Context: an optimization exercise on an open-source flow, tuned for small area, a short achievable clock period and few clock cycles per item. The choices shown serve that exercise and are no tape-out recipe. RTL that was checked went through simulation tests only; none was proved equivalent to the original.

run E:
Design aes128_cipher, start of the top module:
module aes128_cipher (
    input  wire         clk,
    input  wire         rst,           
    input  wire         in_valid,
    output wire         in_ready,
    input  wire         in_decrypt,    
    input  wire [127:0] in_key,
    input  wire [127:0] in_block,
    output reg          out_valid,
    output reg  [127:0] out_block
);
    function [7:0] xtime;
        input [7:0] a;
        xtime = {a[6:0], 1'b0} ^ (a[7] ? 8'h1b : 8'h00);
    endfunction
    function [31:0] mix_col;
        input [31:0] c;
        reg [7:0] a0, a1, a2, a3, t;
        begin
            a0 = c[31:24]; a1 = c[23:16]; a2 = c[15:8]; a3 = c[7:0];
            t = a0 ^ a1 ^ a2 ^ a3;
            mix_col[31:24] = a0 ^ t ^ xtime(a0 ^ a1);
            mix_col[23:16] = a1 ^ t ^ xtime(a1 ^ a2);
            mix_col[15:8]  = a2 ^ t ^ xtime(a2 ^ a3);
            mix_col[7:0]   = a3 ^ t ^ xtime(a3 ^ a0);
        end
    endfunction
    function [31:0] d_col;
        input [31:0] c;
        reg [7:0] a0, a1, a2, a3, e, u, v;
        begin
            a0 = c[31:24]; a1 = c[23:16]; a2 = c[15:8]; a3 = c[7:0];
            e = xtime(xtime(xtime(a0 ^ a1 ^ a2 ^ a3)));
            u = xtime(xtime(a0 ^ a2));
            v = xtime(xtime(a1 ^ a3));
            d_col = {e ^ u, e ^ v, e ^ u, e ^ v};
        end
    endfunction
    function [7:0] rcon;
        input [3:0] n;
        case (n)
            4'd1:    rcon = 8'h01;
            4'd2:    rcon = 8'h02;
            4'd3:    rcon = 8'h04;
            4'd4:    rcon = 8'h08;
            4'd5:    rcon = 8'h10;
            4'd6:    rcon = 8'h20;
            4'd7:    rcon = 8'h40;
            4'd8:    rcon = 8'h80;
            4'd9:    rcon = 8'h1b;
            4'd10:   rcon = 8'h36;
            default: rcon = 8'h00;
        endcase
    endfunction
    reg         r0_v, r0_dec;
    reg [3:0]   r0_rnd;
    reg [127:0] r0_st, r0_k;
    reg [31:0]  r0_kt;     
    reg         r1_v, r1_dec, r1_last;
    reg [3:0]   r1_rnd;
    reg [127:0] r1_t;      
    reg [47:0]  r1_km;     
    reg [127:0] r1_base;   
    reg         r2_v, r2_dec, r2_last;
    reg [191:0] r2_n;      
    reg [31:0]  r2_kt;     
    reg [127:0] r2_base;
    reg         r3_v, r3_dec, r3_last;
  ...
Size: about 11000 cells after synthesis, ~1700 flip-flops, roughly 390 I/O pins, ~0.10 mm² of cells after synthesis.
Settings: LEC_CHECK=0, CAP_MARGIN=20, CELL_PAD_IN_SITES_DETAIL_PLACEMENT=2, CELL_PAD_IN_SITES_GLOBAL_PLACEMENT=2, CORE_MARGIN=2, CORE_UTILIZATION=45, PLACE_DENSITY=0.65, SLEW_MARGIN=20; clock period 10.0 ns.
standard.sh (not shown) runs the stock make flow with config.mk's settings and CLKGATE_MAP_FILE= SYNTH_SCRIPT=/design/flow/synth_recipe.tcl, a recipe that flattens the netlist after the stock synthesis.
==> flow/flow/run.sh <==
#!/bin/bash
set -euo pipefail
bash standard.sh SETUP_SLACK_MARGIN=6.5 finish > flow_standard.log 2>&1
The inputs of run C differ from those of run E as listed below.
-- flow/design.v --
<<< run E, line 304
    function [7:0] rcon;
        input [3:0] n;
        case (n)
            4'd1:    rcon = 8'h01;
            4'd2:    rcon = 8'h02;
            4'd3:    rcon = 8'h04;
            4'd4:    rcon = 8'h08;
            4'd5:    rcon = 8'h10;
            4'd6:    rcon = 8'h20;
            4'd7:    rcon = 8'h40;
            4'd8:    rcon = 8'h80;
            4'd9:    rcon = 8'h1b;
            4'd10:   rcon = 8'h36;
            default: rcon = 8'h00;
        endcase
    endfunction
    reg         r0_v, r0_dec;
>>> run C, line 304
    function [7:0] rcon;
        input [3:0] n;
        rcon = ({8{n == 4'd1}}  & 8'h01) | ({8{n == 4'd2}} & 8'h02) | ({8{n == 4'd3}} & 8'h04)
             | ({8{n == 4'd4}}  & 8'h08) | ({8{n == 4'd5}} & 8'h10) | ({8{n == 4'd6}} & 8'h20)
             | ({8{n == 4'd7}}  & 8'h40) | ({8{n == 4'd8}} & 8'h80) | ({8{n == 4'd9}} & 8'h1b)
             | ({8{n == 4'd10}} & 8'h36);
    endfunction
    reg         r0_v, r0_dec;
### Flow results
Sequential cell area in the final layout | run C below run E
Against run E, run C reports a synthesized cell count that is lower.
Against run E, run C comes in 0.17 points lower on area added between synthesis and finish.
Relative to run E, smallest setup slack after layout has gone up in run C.
Testbench counts of run C, summed over its fixed seeds: cycles 34,072, items 3,200.
Only the layout flow was run in run E; the RTL was not checked for function there.

-- afterwards: timing with drivers on the ports --
The results above use ideal ports. As a check the final layouts listed here were re-extracted and re-timed, cells and wires unchanged. Step 1 assumes that a clkbuf_16 drives the clock port and a buf_2 every other input. Step 2, shift: input delay + t, output delay - t, t = (earliest + latest rising clock arrival at the registers) / 2. This alone moves slack from input paths to output paths. Slacks: ideal / step 1 / step 2; pairs: ideal / step 1.
| run | t (ns) | setup WS [ns] | latest minus earliest clock arrival (ns) | slew at the worst register clock pin (ns) |
|---|---|---|---|---|
| run E | 0.974 | 6.343 / 6.343 / 5.490 | 0.070 / 0.070 | 0.07 / 0.07 |
| run C | 0.978 | 6.441 / 6.423 / 5.573 | 0.062 / 0.063 | 0.07 / 0.07 |
After both steps every run listed still meets setup and hold. The setup slack of run C, which loses most, moves by -0.018 ns with the drivers and by -0.868 ns with both steps.
